What follows belongs to an exercise in optimizing a design on an open flow for small area, a short achievable clock period and few clock cycles; a production flow would make more cautious choices. In this exercise RTL edits were held to simulation tests only and were not proved equivalent to the original. No activity file was given, so power comes from the tool's default toggle rates.

===== flow/run.sh =====
#!/bin/bash
# synth_recipe.tcl (not shown) runs the flow's synth.tcl, then flattens the netlist and writes it again
# the make line also repeats each setting of config.mk as NAME=value (left out here)
make -C /OpenROAD-flow-scripts/flow DESIGN_CONFIG=/design/flow/config.mk WORK_HOME=/design/flow/orfs CLKGATE_MAP_FILE= SYNTH_SCRIPT=/design/flow/synth_recipe.tcl finish

===== flow/design.v =====
module woled_ctrl (
    input  wire        clk,
    input  wire        rst,
    input  wire        req_valid,
    output wire        req_ready,
    input  wire [95:0] req_desc,
    input  wire [15:0] req_len,        
    output reg         ev_valid,
    input  wire        ev_ready,
    output reg  [2:0]  ev_kind,
    output reg  [15:0] ev_data,
    input  wire [1:0]  ev_fail,
    output wire [6:0]  pix_x,
    output wire [5:0]  pix_y,
    input  wire        pix_color,
    output wire [15:0] buf_idx,
    input  wire        buf_color,
    output wire [15:0] str_idx,
    input  wire [7:0]  str_byte,
    output wire [7:0]  glyph_ch,
    output wire [2:0]  glyph_row,
    input  wire [7:0]  glyph_bits
);
    localparam [2:0] EV_DC = 3'd0, EV_CS = 3'd1, EV_XFER = 3'd2, EV_DELAY = 3'd3,
                     EV_RSP = 3'd4, EV_HALT = 3'd5;
    localparam [7:0] OP_INIT = 8'h01, OP_SFC = 8'h02, OP_SFB = 8'h03, OP_CLR = 8'h04,
                     OP_DSP = 8'h05, OP_TXT = 8'h06, OP_RDW = 8'h10, OP_RDH = 8'h11,
                     OP_RDP = 8'h12, OP_RDL = 8'h13, OP_RDD = 8'h14;
    localparam [7:0] F_BUS = 8'h01, F_PIN = 8'h02, F_PINU = 8'h03, F_REQ = 8'h10,
                     F_STATE = 8'h11, F_ARG = 8'h12, F_ADAPTER = 8'h20;
    localparam [7:0] WOLED_D1 = 8'd10, WOLED_D2 = 8'd100;
    localparam [1:0] SRC_FUNC = 2'd0, SRC_BUF = 2'd1, SRC_CONST = 2'd2, SRC_TEXT = 2'd3;
    localparam [4:0]
        S_IDLE     = 5'd0,
        S_CHECK    = 5'd1,
        S_HALT     = 5'd2,
        S_DEAD     = 5'd3,
        S_INIT_D1  = 5'd4,
        S_INIT_D2  = 5'd5,
        S_INIT_C   = 5'd6,
        S_RSP      = 5'd7,
        S_WR_SETUP = 5'd8,
        S_WR_COL   = 5'd9,
        S_WR_PAGE  = 5'd10,
        S_WR_LOOP  = 5'd11,
        S_WR_PIX   = 5'd12,
        S_WR_DATA  = 5'd13,
        S_WR_NEXT  = 5'd14,
        S_WR_DONE  = 5'd15,
        S_TXT_CHAR = 5'd16,
        S_TXT_STR  = 5'd17,
        S_TXT_GLY  = 5'd18,
        S_TXT_NEXT = 5'd19,
        S_TX       = 5'd20;
    localparam [1:0] T_DC = 2'd0, T_CSA = 2'd1, T_X = 2'd2, T_CSD = 2'd3;
    reg  [4:0]  state;
    reg         inited;             
    reg  [7:0]  halt_code;
    reg  [7:0]  op, c0, c1;
    reg  [15:0] rx, ry, rw, rh, rlen;
    reg  [4:0]  tx_ret;
    reg  [1:0]  tx_ph;
    reg         tx_data;            
    reg  [1:0]  tx_n;               
    reg  [1:0]  tx_i;
    reg  [7:0]  tx_b0, tx_b1, tx_b2;
    reg  [2:0]  init_step;
    reg  [1:0]  src;
    reg  [15:0] wx, wy, ww, wh;      
    reg  [15:0] wlen;
    reg  signed [17:0] xe;          
    reg  [12:0] pg;                 
    reg  signed [14:0] pe;          
    reg  [15:0] col;
    reg  [12:0] page;
    reg  [2:0]  off;
    reg  [7:0]  sr;
    reg         txt_mode;           
    reg  [15:0] cx;
    reg  [15:0] ti;
    reg  [7:0]  ch;
    reg  [2:0]  grow;
    reg  [63:0] tb;
    reg  [7:0]  chk_code;
    reg         chk_fault;
    wire        f_c0z = (c0 == 8'd0);
    wire        f_c1z = (c1 == 8'd0);
    wire        f_xz  = (rx == 16'd0);
    wire        f_yz  = (ry == 16'd0);
    wire        f_wz  = (rw == 16'd0);
    wire        f_hz  = (rh == 16'd0);
    reg  [7:0]  rsv;
    wire [16:0] sum_xw = {1'b0, rx} + {1'b0, rw};
    wire [16:0] sum_yh = {1'b0, ry} + {1'b0, rh};
    wire [19:0] sum_xn = {4'd0, rx} + {1'b0, rw, 3'd0};
    wire [16:0] sum_y8 = {1'b0, ry} + 17'd8;
    reg         op_ok, zero_ok, arg_ok;
    always @(*) begin
        op_ok   = 1'b1;
        zero_ok = (rsv == 8'd0);
        arg_ok  = 1'b1;
        case (op)
            OP_INIT: zero_ok = zero_ok & f_c0z & f_c1z & f_xz & f_yz & f_wz & f_hz;
            OP_SFC, OP_SFB: begin
                zero_ok = zero_ok & f_c0z & f_c1z;
                arg_ok  = (sum_xw <= 17'd65535) && (sum_yh <= 17'd65535);
            end
            OP_CLR: begin
                zero_ok = zero_ok & f_c1z & f_xz & f_yz & f_wz & f_hz;
                arg_ok  = (c0 <= 8'd1);
            end
            OP_TXT: begin
                zero_ok = zero_ok & f_hz;
                arg_ok  = (sum_xn <= 20'd65535) && (sum_y8 <= 17'd65535) &&
                          (c0 <= 8'd1) && (c1 <= 8'd1);
            end
            OP_DSP, OP_RDW, OP_RDH, OP_RDP, OP_RDL, OP_RDD:
                zero_ok = zero_ok & f_c0z & f_c1z & f_xz & f_yz & f_wz & f_hz;
            default: op_ok = 1'b0;
        endcase
        chk_fault = 1'b1;
        if (!op_ok || !zero_ok)
            chk_code = F_REQ;
        else if (inited == (op == OP_INIT))
            chk_code = F_STATE;
        else if (!arg_ok)
            chk_code = F_ARG;
        else begin
            chk_code  = 8'd0;
            chk_fault = 1'b0;
        end
    end
    wire [5:0]  py_full = {page[2:0], off};                 
    assign pix_x = col[6:0];
    assign pix_y = py_full;
    wire signed [17:0] a_row = $signed({12'd0, py_full}) - $signed({2'b00, wy});
    wire signed [17:0] a_col = $signed({2'b00, col}) - $signed({2'b00, wx});
    wire [31:0] a_idx = {16'd0, a_row[15:0]} * {16'd0, ww} + {16'd0, a_col[15:0]};
    wire        a_fault = (a_row < 0) || (a_row >= $signed({2'b00, wh})) ||
                          (a_col < 0) || (a_col >= $signed({2'b00, ww})) ||
                          (a_idx >= {16'd0, wlen});
    assign buf_idx = a_idx[15:0];
    reg         pix_bit;
    reg         pix_fault;
    always @(*) begin
        pix_fault = 1'b0;
        case (src)
            SRC_FUNC:  pix_bit = pix_color;
            SRC_CONST: pix_bit = c0[0];
            SRC_BUF: begin
                pix_bit   = buf_color;
                pix_fault = a_fault;
            end
            default: begin
                pix_bit   = tb[a_idx[5:0]];
                pix_fault = a_fault;
            end
        endcase
    end
    assign str_idx   = ti;
    assign glyph_ch  = ch;
    assign glyph_row = grow;
    always @(*) begin
        ev_valid = 1'b0;
        ev_kind  = EV_DC;
        ev_data  = 16'd0;
        case (state)
            S_HALT: begin
                ev_valid = 1'b1;
                ev_kind  = EV_HALT;
                ev_data  = {8'd0, halt_code};
            end
            S_INIT_D1: begin
                ev_valid = 1'b1;
                ev_kind  = EV_DELAY;
                ev_data  = {8'd0, WOLED_D1};
            end
            S_INIT_D2: begin
                ev_valid = 1'b1;
                ev_kind  = EV_DELAY;
                ev_data  = {8'd0, WOLED_D2};
            end
            S_RSP: begin
                ev_valid = 1'b1;
                ev_kind  = EV_RSP;
                case (op)
                    OP_RDW:  ev_data = 16'd128;
                    OP_RDH:  ev_data = 16'd64;
                    OP_RDP:  ev_data = 16'd8;
                    OP_RDL:  ev_data = 16'd1;
                    default: ev_data = 16'd0;
                endcase
            end
            S_TX: begin
                ev_valid = 1'b1;
                case (tx_ph)
                    T_DC:  begin ev_kind = EV_DC; ev_data = {15'd0, tx_data}; end
                    T_CSA: begin ev_kind = EV_CS; ev_data = 16'd1; end
                    T_X: begin
                        ev_kind = EV_XFER;
                        case (tx_i)
                            2'd0:    ev_data = {8'd0, tx_b0};
                            2'd1:    ev_data = {8'd0, tx_b1};
                            default: ev_data = {8'd0, tx_b2};
                        endcase
                    end
                    default: begin ev_kind = EV_CS; ev_data = 16'd0; end
                endcase
            end
            default: ;
        endcase
    end
    assign req_ready = (state == S_IDLE);
    wire signed [17:0] xe_raw = $signed({2'b00, wx}) + $signed({2'b00, ww}) - 18'sd1;
    wire [12:0]        pg_raw = wy[15:3];
    wire signed [14:0] pe_raw = $signed({2'b00, pg_raw}) + $signed({2'b00, wh[15:3]}) - 15'sd1;
    always @(posedge clk) begin
        if (rst) begin
            state     <= S_IDLE;
            inited    <= 1'b0;
            halt_code <= 8'd0;
            txt_mode  <= 1'b0;
            wx   <= 16'd0;
            wy   <= 16'd0;
            ww   <= 16'd0;
            wh   <= 16'd0;
            wlen <= 16'd0;
            ti   <= 16'd0;
            ch   <= 8'd0;
            grow <= 3'd0;
            col  <= 16'd0;
            page <= 13'd0;
            off  <= 3'd0;
        end else begin
            case (state)
                S_IDLE: begin
                    if (req_valid) begin
                        op   <= req_desc[7:0];
                        c0   <= req_desc[15:8];
                        c1   <= req_desc[23:16];
                        rsv  <= req_desc[31:24];
                        rx   <= req_desc[47:32];
                        ry   <= req_desc[63:48];
                        rw   <= req_desc[79:64];
                        rh   <= req_desc[95:80];
                        rlen <= req_len;
                        state <= S_CHECK;
                    end
                end
                S_CHECK: begin
                    if (chk_fault) begin
                        halt_code <= chk_code;
                        state     <= S_HALT;
                    end else begin
                        txt_mode <= 1'b0;
                        case (op)
                            OP_INIT: state <= S_INIT_D1;
                            OP_SFC: begin
                                src <= SRC_FUNC;
                                wx <= rx; wy <= ry; ww <= rw; wh <= rh; wlen <= rlen;
                                state <= S_WR_SETUP;
                            end
                            OP_SFB: begin
                                src <= SRC_BUF;
                                wx <= rx; wy <= ry; ww <= rw; wh <= rh; wlen <= rlen;
                                state <= S_WR_SETUP;
                            end
                            OP_CLR: begin
                                src <= SRC_CONST;
                                wx <= 16'd0; wy <= 16'd0; ww <= 16'd128; wh <= 16'd64;
                                wlen <= 16'd0;
                                state <= S_WR_SETUP;
                            end
                            OP_TXT: begin
                                cx <= rx;
                                ti <= 16'd0;
                                txt_mode <= 1'b1;
                                state <= S_TXT_CHAR;
                            end
                            OP_DSP: state <= S_IDLE;
                            default: state <= S_RSP;
                        endcase
                    end
                end
                S_HALT: begin
                    if (ev_ready) state <= S_DEAD;
                end
                S_DEAD: state <= S_DEAD;
                S_INIT_D1: if (ev_ready) state <= S_INIT_D2;
                S_INIT_D2: if (ev_ready) begin
                    init_step <= 3'd0;
                    state     <= S_INIT_C;
                end
                S_INIT_C: begin
                    tx_data <= 1'b0;
                    tx_ph   <= T_DC;
                    tx_i    <= 2'd0;
                    tx_ret  <= S_INIT_C;
                    tx_n    <= 2'd0;
                    case (init_step)
                        3'd0: begin tx_b0 <= 8'h20; tx_b1 <= 8'h00; tx_n <= 2'd1; end
                        3'd1: tx_b0 <= 8'hA1;
                        3'd2: tx_b0 <= 8'hC8;
                        default: tx_b0 <= 8'hAF;
                    endcase
                    init_step <= init_step + 3'd1;
                    if (init_step == 3'd4) begin
                        inited <= 1'b1;
                        state  <= S_IDLE;
                    end else
                        state  <= S_TX;
                end
                S_RSP: if (ev_ready) state <= S_IDLE;
                S_WR_SETUP: begin
                    xe <= (xe_raw > 18'sd127) ? 18'sd127 : xe_raw;
                    pg <= pg_raw;
                    pe <= (pe_raw > 15'sd7) ? 15'sd7 : pe_raw;
                    state <= S_WR_COL;
                end
                S_WR_COL: begin
                    tx_data <= 1'b0;
                    tx_ph   <= T_DC;
                    tx_i    <= 2'd0;
                    tx_n    <= 2'd2;
                    tx_b0   <= 8'h21;
                    tx_b1   <= wx[7:0];
                    tx_b2   <= xe[7:0];
                    tx_ret  <= S_WR_PAGE;
                    state   <= S_TX;
                end
                S_WR_PAGE: begin
                    tx_data <= 1'b0;
                    tx_ph   <= T_DC;
                    tx_i    <= 2'd0;
                    tx_n    <= 2'd2;
                    tx_b0   <= 8'h22;
                    tx_b1   <= pg[7:0];
                    tx_b2   <= pe[7:0];
                    tx_ret  <= S_WR_LOOP;
                    state   <= S_TX;
                end
                S_WR_LOOP: begin
                    col  <= wx;
                    page <= pg;
                    off  <= 3'd7;
                    sr   <= 8'd0;
                    if ($signed({2'b00, pg}) <= pe && $signed({2'b00, wx}) <= xe)
                        state <= S_WR_PIX;
                    else
                        state <= S_WR_DONE;
                end
                S_WR_PIX: begin
                    if (pix_fault) begin
                        halt_code <= F_ADAPTER;
                        state     <= S_HALT;
                    end else begin
                        sr  <= {sr[6:0], pix_bit};
                        off <= off - 3'd1;
                        if (off == 3'd0) state <= S_WR_DATA;
                    end
                end
                S_WR_DATA: begin
                    tx_data <= 1'b1;
                    tx_ph   <= T_DC;
                    tx_i    <= 2'd0;
                    tx_n    <= 2'd0;
                    tx_b0   <= sr;
                    tx_ret  <= S_WR_NEXT;
                    state   <= S_TX;
                end
                S_WR_NEXT: begin
                    off <= 3'd7;
                    sr  <= 8'd0;
                    if ($signed({2'b00, col}) == xe) begin
                        col <= wx;
                        if ($signed({2'b00, page}) == pe)
                            state <= S_WR_DONE;
                        else begin
                            page  <= page + 13'd1;
                            state <= S_WR_PIX;
                        end
                    end else begin
                        col   <= col + 16'd1;
                        state <= S_WR_PIX;
                    end
                end
                S_WR_DONE: state <= txt_mode ? S_TXT_NEXT : S_IDLE;
                S_TXT_CHAR: begin
                    if (ti == rw) state <= S_IDLE;
                    else          state <= S_TXT_STR;
                end
                S_TXT_STR: begin
                    ch    <= str_byte;
                    grow  <= 3'd0;
                    state <= S_TXT_GLY;
                end
                S_TXT_GLY: begin
                    tb[{grow, 3'b000} +: 8] <= (glyph_bits & {8{c0[0]}}) | (~glyph_bits & {8{c1[0]}});
                    grow <= grow + 3'd1;
                    if (grow == 3'd7) begin
                        src  <= SRC_TEXT;
                        wx   <= cx;
                        wy   <= ry;
                        ww   <= 16'd8;
                        wh   <= 16'd8;
                        wlen <= 16'd64;
                        state <= S_WR_SETUP;
                    end
                end
                S_TXT_NEXT: begin
                    cx    <= cx + 16'd8;
                    ti    <= ti + 16'd1;
                    state <= S_TXT_CHAR;
                end
                S_TX: begin
                    if (ev_ready) begin
                        if (tx_ph == T_X && ev_fail != 2'b00) begin
                            halt_code <= F_BUS;
                            state     <= S_HALT;
                        end else if (tx_ph != T_X && ev_fail != 2'b00) begin
                            halt_code <= ev_fail[1] ? F_PINU : F_PIN;
                            state     <= S_HALT;
                        end else begin
                            case (tx_ph)
                                T_DC:  tx_ph <= T_CSA;
                                T_CSA: tx_ph <= T_X;
                                T_X: begin
                                    if (tx_i == tx_n) tx_ph <= T_CSD;
                                    tx_i <= tx_i + 2'd1;
                                end
                                default: state <= tx_ret;
                            endcase
                        end
                    end
                end
                default: state <= S_IDLE;
            endcase
        end
    end
endmodule

===== flow/config.mk =====
export PLATFORM = sky130hd
export DESIGN_NAME = woled_ctrl
export DESIGN_NICKNAME = woled_ctrl
export VERILOG_FILES = /design/flow/design.v
export SDC_FILE = /design/flow/constraint.sdc
export NUM_CORES = 4
export LEC_CHECK = 0
export CAP_MARGIN = 20
export CORE_MARGIN = 2
export CORE_UTILIZATION = 40
export SLEW_MARGIN = 20

===== flow/constraint.sdc =====
create_clock -name core_clock -period 12.0 [get_ports {clk}]
set_input_delay 2.4000 -clock core_clock [delete_from_list [all_inputs] [get_ports {clk}]]
set_output_delay 2.4000 -clock core_clock [all_outputs]
set_load 0.01 [all_outputs]

==> run summary <==
[path summary, 6_finish.rpt]
check / start / endpoint / slack (ps) / cells past startpoint
worst max-delay path: off[0] / buf_idx[14] / 700 / 33
worst min-delay path: wy[3] / pg[0] / 430 / 0
worst max register to register: off[0] / sr[1] / 1190 / 43
worst min register to register: wy[3] / pg[0] / 430 / 0
[stage by stage]
stage | instances | hold slack [ps] | total power, mW
4_1_cts | 5033 | 429 | 3.70
3_5_place_dp | 4946 | 418 | 2.27
5_1_grt | 5036 | 437 | 3.81
6_report | 5036 | 429 | 3.68
2_1_floorplan | 3711 | 408 | 2.05
3_3_place_gp | 4946 | 411 | 2.27
[report_power, final]
part | internal, mW | leakage (nW) | switching [mW] | total [mW]
logic | 0.193 | 11.8 | 0.268 | 0.460
registers | 1.68 | 3.79 | 0.116 | 1.79
clock network | 0.802 | 0.731 | 0.629 | 1.43
total | 2.67 | 16.3 | 1.01 | 3.68
[logic make-up (layout without fill, tap and decap cells)]
logic type / after synthesis / count (layout) / share of synthesized area
DFF: 435 / 435 / 0.330
and+or+nand+nor: 1164 / 1164 / 0.163
AOI/OAI and AO/OA: 705 / 705 / 0.136
xor gates and xnor gates: 142 / 142 / 0.0355
muxes: 40 / 40 / 0.0194
other: 1 / 11 / 0.000107
buffers and inverters: 671 / 838 / 0.0748
adders and majority gates: 546 / 546 / 0.241
[layout by cell type, fill, tap and decap left out, types with 11 or more instances in the layout]
cell	synthesis	layout
a21oi_1	194	192
mux4_2	22	22
mux2i_1	13	13
nand2b_1	29	29
o21bai_1	15	15
inv_1	501	501
nor4_1	66	64
and3_1	54	53
clkbuf_1	127	12
clkdlybuf4s50_1	0	203
nor2_1	213	210
xnor2_1	88	88
buf_4	21	45
nor3_1	48	47
o21ai_0	109	109
nor2b_1	30	30
o211ai_1	18	18
fa_1	217	217
a22o_1	81	81
nand4_1	38	38
edfxtp_1	285	285
clkbuf_16	0	49
a211oi_1	54	54
ha_1	329	329
nand3_1	139	138
o21a_1	29	29
or3_1	13	13
o22ai_1	11	11
a22oi_1	16	15
xor2_1	54	54
nand2_1	363	363
a31oi_1	14	14
dfxtp_1	150	150
and2_1	124	124
o31ai_1	26	26
a21o_1	44	44
[cells in the mapped netlist, types with 22 or more instances]
cell,number
a211oi_1,54
a21o_1,44
a21oi_1,194
a22o_1,81
and2_1,124
and3_1,54
clkbuf_1,127
dfxtp_1,150
edfxtp_1,285
fa_1,217
ha_1,329
inv_1,501
mux4_2,22
nand2_1,363
nand2b_1,29
nand3_1,139
nand4_1,38
nor2_1,213
nor2b_1,30
nor3_1,48
nor4_1,66
o21a_1,29
o21ai_0,109
o31ai_1,26
xnor2_1,88
xor2_1,54
[metal layers]
layer | global-route usage | wire [µm]
met5 | 0 | 0
met4 | 0.0620 | 2840
met3 | 0.0359 | 7620
met2 | 0.393 | 50400
met1 | 0.335 | 47800
[cell type report]
type                            count  area [µm²]  share of cell area
Multi-Input combinational cell   2605       21000               0.528
Sequential cell                   435       11600               0.291
Timing Repair Buffer              248        2370              0.0596
Inverter                          503        1890              0.0475
Tap cell                         1155        1450              0.0364
Clock buffer                       69        1380              0.0348
Clock inverter                     18         118             0.00296
Antenna cell                        3        7.51            0.000189
[worst max-delay path: cells and delay by family (launching register included)]
family          cells  cell delay [ps]
xor+xnor            2              390
flops               1              330
fa+ha+maj           9             4000
simple gates        7              960
compound gates      6             1400
buf+inv             9             1210
==> summary.md <==
| Metric | Value |
|---|---|
| Fin crit share | `0.941` |
| Biggest regs | `tb (64), xe (18)` |
| Crit path kind | `reg -> out` |
| First-pass GRT wire length | `approximately 170000 µm` |
| Count of input and output buffers | `204` |
| Startpoint Class | `flip-flop` |
| P&R area growth vs syn | `13.3%` |
| Core ar. | `86800 µm²` |
| Total gr overflow | `0` |
| Setup violations, final | `0` |
| Crit end category | `output pin` |
| Largest register FFs | `64` |
| HP Class | `reg -> reg` |
| Max frequency | `88.5 MHz` |
| Layout fillers | `8361` |
| Critical-path top delay cell | `clkdlybuf4s50_1` |
| Rel. slew slack | `0.282` |
| Hold-fix buffers at CTS | `0` |
| Slew @ Worst Pin | `1080 ps` |
| Top FF cell, synth | `edfxtp_1` |
| Max stage delay on crit path | `approximately 600 ps` |
| RSZ-0062 raised after global routing | `false` |
| Final Core Density | `0.458` |
| Cts repair resizes | `0` |
| Min Tclk post-route | `approximately 11000 ps` |
| Initial antenna violation count | `3` |
| DPL Wire Length | `84200 µm` |
| Final Hold Viols | `0` |
| Post-synthesis sequential area ratio | `0.330` |
| Post-synth EDFFs | `approximately 290` |
| DP Area | `roughly 38000 µm²` |
| Routability cong. | `0.912` |
| # clock sinks | `435` |
| Largest net degree at the start of global routing | `80` |
| Die H | `300 µm` |
| Worst VDD drop | `0.0000978 V` |
| Dominant cells by area after synthesis | `edfxtp_1, fa_1, ha_1, dfxtp_1, inv_1` |
| Worst-path clk slew | `60 ps` |
| GRT Total Usage | `0.241` |
| Initial DRC count | `2285` |
| Routed Antenna Nets | `0` |
| Vias/cell | `5.56` |
| CTS buffer count | `47` |
| Post-synth top area share | `0.244` |
| Final Net Count | `4522` |
| Clk_skew | `24.3 ps` |
| Final TNS setup | `0 ps` |
| Initial Util | `0.404` |
| Postcts setup bufs | `0` |
| # rows | `108` |
| Post-synth ARST share | `0` |
| Pleak | `16.3 nW` |
| WL final | `between 100000 and 150000 µm` |
| #FFs+latches synth | `435` |
| CTS Root Buffer Type | `clkbuf_16` |
| Die span in x | `300 µm` |
| Area leader, netlist | `edfxtp_1` |
| Critical Path RT | `9600 ps` |
| Outcome | `complete, no violations` |
| Die ar. | `around 90000 µm²` |
| Synth warn | `1` |
| Design area | `approximately 40000 µm²` |
| Worst endpoint data arrival time | `approximately 9000 ps` |
| Max-Cap Viols | `0` |
| TritonRoute pass-1 iters | `6` |
| Worst-path fanout max | `17` |
| Cell area power density | `92.7 nW/µm²` |
| Synth unique cells | `94` |
| IO Pins | `213` |
| Worst slack, placed | `1180 ps` |
| Vias in the first global route | `27815` |
| Routed len/inst | `around 22 µm` |
| DRC errors left | `0` |
| Synth Instances | `3704` |
| Most flop-heavy register | `tb` |
| Clock Tree Buf Depth | `3` |
| Via count | `27990` |
| Clock latency on the worst-skew pair | `about 600 ps` |
| Fraction of layout cells with a size suffix above 1 | `0.0493` |
| Cell area after synthesis | `approximately 35000 µm²` |
| CTS tree | `done` |
| Max Slew Vio Count | `0` |
| Final setup margin | `about 700 ps` |
| Mean Syn Cell Area | `9.47 µm²` |
| H-tree levels | `2` |
Testbench counts, summed over its fixed seeds: cycles 866,430.

-- separate check: timing with driven ports --
No port has a modelled driver above. Below, the same layout with a new extraction and two added sets of constraints.
Step 1 (the two cells are an assumption about what drives the block):
set clk [get_ports {clk}]
set_driving_cell -lib_cell sky130_fd_sc_hd__clkbuf_16 $clk
set_driving_cell -lib_cell sky130_fd_sc_hd__buf_2 [delete_from_list [all_inputs] $clk]
Step 2 also shifts input and output timing later by t, the mid clock arrival at the registers, as if the neighbouring blocks saw the same clock.
Slacks: no drivers / after step 1 / after step 2; pairs: no drivers / after step 1.
shift t [ns]: 0.649
slack for setup (ns): 0.703 / 0.638 / 1.193
worst hold slack (ns): 0.429 / 0.429 / 0.429
worst setup path after step 2: register to register
pins driven straight from the clock port: 1
After both steps setup and hold are still met in this run. The setup slack of this run moves by -0.065 ns with the drivers and by +0.490 ns with both steps.
